Source: an optimization exercise on an open RTL-to-GDS flow (aim: small area, a short achievable clock period and few clock cycles). Production flows keep margins and buffers that such runs may drop.

Setup of wip/delta:
==> flow/design.v (excerpt) <==
module codex32_cks (
    input  wire        clk,
    input  wire        rst,
    input  wire        cmd_valid,
    output wire        cmd_ready,
    input  wire [15:0] cmd_word,
    input  wire        cmd_empty,
    input  wire        in_valid,
    output wire        in_ready,
    input  wire [7:0]  in_data,
    input  wire        in_last,
    output wire        out_valid,
    input  wire        out_ready,
    output wire [7:0]  out_data,
    output wire        out_last,
    output wire [3:0]  out_status
);
Size: ~860 cells after synthesis, roughly 200 flip-flops, about 47 I/O pins, about 0.010 mm2 of cells after synthesis.
export LEC_CHECK = 0
export CAP_MARGIN = 20
export CORE_MARGIN = 2
export CORE_UTILIZATION = 40
export SETUP_SLACK_MARGIN = 1.5
export SLEW_MARGIN = 20
create_clock -name core_clock -period 4.0 [get_ports {clk}]
run.sh (not shown) runs the stock make flow with config.mk's settings and CLKGATE_MAP_FILE= SYNTH_SCRIPT=/design/flow/synth_recipe.tcl, a recipe that flattens the netlist after the stock synthesis.
Modified inputs, wip/pepper compared to wip/delta
Settings: SETUP_SLACK_MARGIN changed from 1.5 to 1.8.
Results
Diff wip/pepper and wip/delta: post-CTS resize count lower in wip/delta
Area overhead of the layout relative to synthesis, wip/pepper and wip/delta: larger value in wip/pepper
Between wip/pepper and wip/delta, it is wip/pepper whose wire length after detailed routing is higher, by 1.8%.
Highest net fanout along the worst path ended up 2 lower on wip/pepper than on wip/delta.
Setup changes, wip/pepper to wip/raven
Settings: swapping 40 for 60 in CORE_UTILIZATION.
### Flow results
Comparing wip/raven and wip/pepper, met3 layer usage reported by global route is higher on wip/raven.
wip/raven — final clock period utilization by the worst path 0.90 points lower, wip/pepper as reference
> inputs changed (wip/raven -> wip/amber)
Settings: CORE_UTILIZATION changed from 60 to 40; SETUP_SLACK_MARGIN changed from 1.8 to 2.0.
Results
Higher critical-path maximum fanout was reported by wip/raven, not wip/amber. | final cell count | higher: wip/amber |. [wip/amber] design area rose 9.9% relative to wip/raven.
No functional check of the RTL was part of any run of this note.

== red ==
The RTL this note starts from:
==> flow/design.v <==
module codex32_cks (
    input  wire        clk,
    input  wire        rst,
    input  wire        cmd_valid,
    output wire        cmd_ready,
    input  wire [15:0] cmd_word,
    input  wire        cmd_empty,
    input  wire        in_valid,
    output wire        in_ready,
    input  wire [7:0]  in_data,
    input  wire        in_last,
    output wire        out_valid,
    input  wire        out_ready,
    output wire [7:0]  out_data,
    output wire        out_last,
    output wire [3:0]  out_status
);
    localparam [64:0] GS0 = 65'h19dc500ce73fde210;
    localparam [64:0] GS1 = 65'h1bfae00def77fe529;
    localparam [64:0] GS2 = 65'h1fbd920fffe7bee52;
    localparam [64:0] GS3 = 65'h1739640bdeee3fdad;
    localparam [64:0] GS4 = 65'h07729a039cfc75f5a;
    localparam [64:0] TS  = 65'h10ce0795c2fd1e62a;
    localparam [64:0] IS  = 65'h23181b3;
    localparam [64:0] IAS = 65'h11899c7f0c7127e48;    
    localparam [74:0] GL0 = 75'h3d59d273535ea62d897;
    localparam [74:0] GL1 = 75'h7a9becb6361c6c51507;
    localparam [74:0] GL2 = 75'h543f9b7e6c38d8a2a0e;
    localparam [74:0] GL3 = 75'h0c577eaeccf1990d13c;
    localparam [74:0] GL4 = 75'h1887f74f8dc71b10651;
    localparam [74:0] TL  = 75'h43381e570bf4798ab26;
    localparam [74:0] IL  = 75'h23181b3;
    localparam [74:0] IAL = 75'h6f4b3a330a74687026c;   
    localparam [1:0] OP_PMODS  = 2'd0;
    localparam [1:0] OP_PMODL  = 2'd1;
    localparam [1:0] OP_CKSUM  = 2'd2;
    localparam [1:0] OP_VERIFY = 2'd3;
    reg         cr;           
    reg         ir;           
    reg         cur;          
    reg         fin;          
    reg         crd;          
    reg         pv;           
    reg  [4:0]  psym;
    reg         pbig;         
    reg         plast;
    reg  [1:0]  op;
    reg         ill;
    reg         bad;
    reg  [6:0]  len;          
    reg  [64:0] res_s;
    reg  [74:0] res_l;
    reg         ov;           
    reg  [4:0]  od;           
    reg         olast;
    reg  [1:0]  ost;
    reg  [3:0]  nx;           
    reg         rlong;        
    reg         rcks;         
    reg         rone;         
    reg         rfault;
    reg  [1:0]  rst_;         
    reg         rvs, rvl;     
    wire dec_legal = (cmd_word == 16'h4000) || (cmd_word == 16'h4001) ||
                     (cmd_word == 16'h5000) || (cmd_word == 16'h6000);
    wire [1:0] dec_op = cmd_word[13] ? OP_VERIFY :
                        cmd_word[12] ? OP_CKSUM  :
                        cmd_word[0]  ? OP_PMODL  : OP_PMODS;
    wire cmd_fire = cmd_valid && cr;
    wire in_fire  = in_valid  && ir;
    wire out_fire = ov && out_ready;
    wire pe       = pv && cur;                
    wire        aug    = (op == OP_CKSUM);
    wire [4:0]  sym_lo = psym & {5{pe & ~aug}};
    wire [4:0]  sym_hi = psym & {5{pe &  aug}};
    wire [4:0]  fs     = (res_s[64:60] & {5{pe}}) ^ sym_hi;
    wire [4:0]  fl     = (res_l[74:70] & {5{pe}}) ^ sym_hi;
    wire [64:0] step_s = {res_s[59:0], sym_lo}
                       ^ (GS0 & {65{fs[0]}}) ^ (GS1 & {65{fs[1]}}) ^ (GS2 & {65{fs[2]}})
                       ^ (GS3 & {65{fs[3]}}) ^ (GS4 & {65{fs[4]}});
    wire [74:0] step_l = {res_l[69:0], sym_lo}
                       ^ (GL0 & {75{fl[0]}}) ^ (GL1 & {75{fl[1]}}) ^ (GL2 & {75{fl[2]}})
                       ^ (GL3 & {75{fl[3]}}) ^ (GL4 & {75{fl[4]}});
    wire fin_go    = fin && !ov;
    wire vok       = (rvs && res_s == TS) || (rvl && res_l == TL);
    wire nbad      = bad | pbig;
    wire k_long    = (op == OP_PMODL) || (aug && (len >= 7'd80));
    wire k_one     = ill || nbad || (op == OP_VERIFY);
    wire k_vs      = (len <= 7'd92);
    wire k_vl      = (len >= 7'd95);
    wire e_long    = dec_legal && (cmd_word == 16'h4001);
    wire e_one     = !dec_legal || (cmd_word == 16'h6000);
    wire        nlong  = rlong;
    wire        ncks   = rcks;
    reg  [4:0]  tgt;
    always @(*) begin
        tgt = 5'd0;
        if (nlong) begin
            case (nx)
                4'd0:  tgt = TL[74:70];
                4'd1:  tgt = TL[69:65];
                4'd2:  tgt = TL[64:60];
                4'd3:  tgt = TL[59:55];
                4'd4:  tgt = TL[54:50];
                4'd5:  tgt = TL[49:45];
                4'd6:  tgt = TL[44:40];
                4'd7:  tgt = TL[39:35];
                4'd8:  tgt = TL[34:30];
                4'd9:  tgt = TL[29:25];
                4'd10: tgt = TL[24:20];
                4'd11: tgt = TL[19:15];
                4'd12: tgt = TL[14:10];
                4'd13: tgt = TL[9:5];
                default: tgt = TL[4:0];
            endcase
        end else begin
            case (nx)
                4'd0:  tgt = TS[64:60];
                4'd1:  tgt = TS[59:55];
                4'd2:  tgt = TS[54:50];
                4'd3:  tgt = TS[49:45];
                4'd4:  tgt = TS[44:40];
                4'd5:  tgt = TS[39:35];
                4'd6:  tgt = TS[34:30];
                4'd7:  tgt = TS[29:25];
                4'd8:  tgt = TS[24:20];
                4'd9:  tgt = TS[19:15];
                4'd10: tgt = TS[14:10];
                4'd11: tgt = TS[9:5];
                default: tgt = TS[4:0];
            endcase
        end
    end
    wire [4:0] grp   = (nlong ? res_l[74:70] : res_s[64:60]) ^ (tgt & {5{ncks}});
    wire       nlast = nlong ? (nx == 4'd14) : (nx == 4'd12);
    wire       adv   = out_fire && !olast;       
    wire       r_en  = pe || fin_go || adv;
    wire       last_pe  = pe && plast;
    wire       single   = k_one;
    wire       ov_next  = fin_go || (ov && !(out_fire && olast));
    wire       early_cr = last_pe && single && !ov_next;
    wire       pv_next  = in_fire || (pv && !pe);
    wire       cur_next = (cur && !last_pe) || (cmd_fire && !cmd_empty);
    assign cmd_ready  = cr;
    assign in_ready   = ir;
    assign out_valid  = ov;
    assign out_data   = {3'b000, od};
    assign out_last   = olast;
    assign out_status = {2'b00, ost};
    always @(posedge clk) begin
        if (cmd_fire) begin
            res_s <= cmd_word[12] ? IAS : IS;
            res_l <= cmd_word[12] ? IAL : IL;
        end else if (r_en) begin
            res_s <= step_s;
            res_l <= step_l;
        end
        if (cmd_fire) begin
            op  <= dec_op;
            ill <= !dec_legal;
            bad <= 1'b0;
            len <= 7'd0;
        end else if (pe) begin
            bad <= bad | pbig;
            if (!(len[6] & len[5]))
                len <= len + 7'd1;
        end
        if (in_fire) begin
            psym  <= in_data[4:0];
            pbig  <= |in_data[7:5];
            plast <= in_last;
        end
        if (pe && plast) begin
            rlong  <= k_long;
            rcks   <= aug;
            rone   <= k_one;
            rfault <= ill || nbad;
            rst_   <= ill ? 2'd1 : (nbad ? 2'd2 : 2'd0);
            rvs    <= k_vs;
            rvl    <= k_vl;
        end else if (cmd_fire && cmd_empty) begin
            rlong  <= e_long;
            rcks   <= cmd_word[12];
            rone   <= e_one;
            rfault <= !dec_legal;
            rst_   <= dec_legal ? 2'd0 : 2'd1;
            rvs    <= 1'b1;
            rvl    <= 1'b0;
        end
        if (fin_go)
            ost   <= rst_;
        if (fin_go || adv) begin
            if (fin_go && rone) begin
                od    <= {4'd0, vok & !rfault};
                olast <= 1'b1;
            end else begin
                od    <= grp;
                olast <= nlast;
            end
        end
        if (rst) begin
            cr  <= 1'b1;
            ir  <= 1'b1;
            cur <= 1'b0;
            fin <= 1'b0;
            crd <= 1'b0;
            pv  <= 1'b0;
            ov  <= 1'b0;
            nx  <= 4'd0;
        end else begin
            pv  <= pv_next;
            cur <= cur_next;
            ir  <= !pv_next || cur_next;
            fin <= last_pe || (cmd_fire && cmd_empty) || (fin && !fin_go);
            ov  <= ov_next;
            if (early_cr)
                crd <= 1'b1;
            else if (fin_go)
                crd <= 1'b0;
            if (early_cr || (fin_go && rone && !crd) || (adv && nlast))
                cr <= 1'b1;
            else if (cmd_fire)
                cr <= 1'b0;
            if (fin_go && rone)
                nx <= 4'd0;
            else if (fin_go || adv)
                nx <= nlast ? 4'd0 : nx + 4'd1;
        end
    end
endmodule
Settings: LEC_CHECK=0, CAP_MARGIN=20, CORE_MARGIN=2, CORE_UTILIZATION=40, SLEW_MARGIN=20; clock period 4.0 ns.
> inputs changed (red -> blue)
-- flow/config.mk --
<<< red, line 6
export NUM_CORES = 4
export LEC_CHECK = 0
export CAP_MARGIN = 20
export CORE_MARGIN = 2
>>> blue, line 6
export NUM_CORES = 4
export LEC_CHECK = 0
export ABC_CLOCK_PERIOD_IN_PS = 1500
export CAP_MARGIN = 20
export CORE_MARGIN = 2
Findings:
- Number of top-level design ports of red is on par with blue.
- On clock period minus final worst setup slack, red and blue are basically level.
- Diff blue..red | final hold slack | negligible
- On die boundary height, red and blue are basically level.
- Reported for red and blue, number of max-cap violations turned out identical to the last digit.
- The area after synthesis was comparable across red and blue.
- Re share of the clock period used by the worst path: no difference whatsoever between blue and red.
- Re met1 global-route usage: no difference whatsoever between red and blue.
- On sequential cell count, red and blue are neck and neck.
No functional check of the RTL was part of any run of this note.

==> re-timing with driven ports <==
How much do the figures lean on ideal ports? The routed layouts below were timed once more, with nothing changed but the port constraints.
Step 1 sets driving cells, clkbuf_16 on the clock port and buf_2 on the other inputs (assumed; they add their load-dependent delay and slew).
Step 2 also shifts input and output timing later by t, the mid clock arrival at the registers, as if the neighbouring blocks saw the same clock.
Slacks: ideal ports / drivers / drivers and shift; pairs: ideal ports / drivers.
run | t, ns | slack for setup (ns) | hold WS [ns] | clock arrival spread, ns | worst register clock-pin slew, ns
wip/delta | 0.480 | 1.526 / 1.526 / 1.145 | 0.471 / 0.471 / 0.471 | 0.014 / 0.014 | 0.08 / 0.08
wip/pepper | 0.478 | 1.740 / 1.749 / 1.271 | 0.459 / 0.459 / 0.459 | 0.013 / 0.013 | 0.08 / 0.08
wip/raven | 0.482 | 1.776 / 1.785 / 1.309 | 0.474 / 0.474 / 0.474 | 0.010 / 0.010 | 0.08 / 0.08
wip/amber | 0.487 | 1.762 / 1.762 / 1.313 | 0.464 / 0.464 / 0.464 | 0.012 / 0.011 | 0.08 / 0.08
red | 0.484 | 0.836 / 0.836 / 0.617 | 0.432 / 0.432 / 0.432 | 0.014 / 0.015 | 0.08 / 0.08
blue | 0.484 | 0.836 / 0.836 / 0.617 | 0.432 / 0.432 / 0.432 | 0.014 / 0.015 | 0.08 / 0.08
After both steps every run listed still meets setup and hold. The setup slack of wip/pepper, which loses most, moves by +0.009 ns with the drivers and by -0.469 ns with both steps.
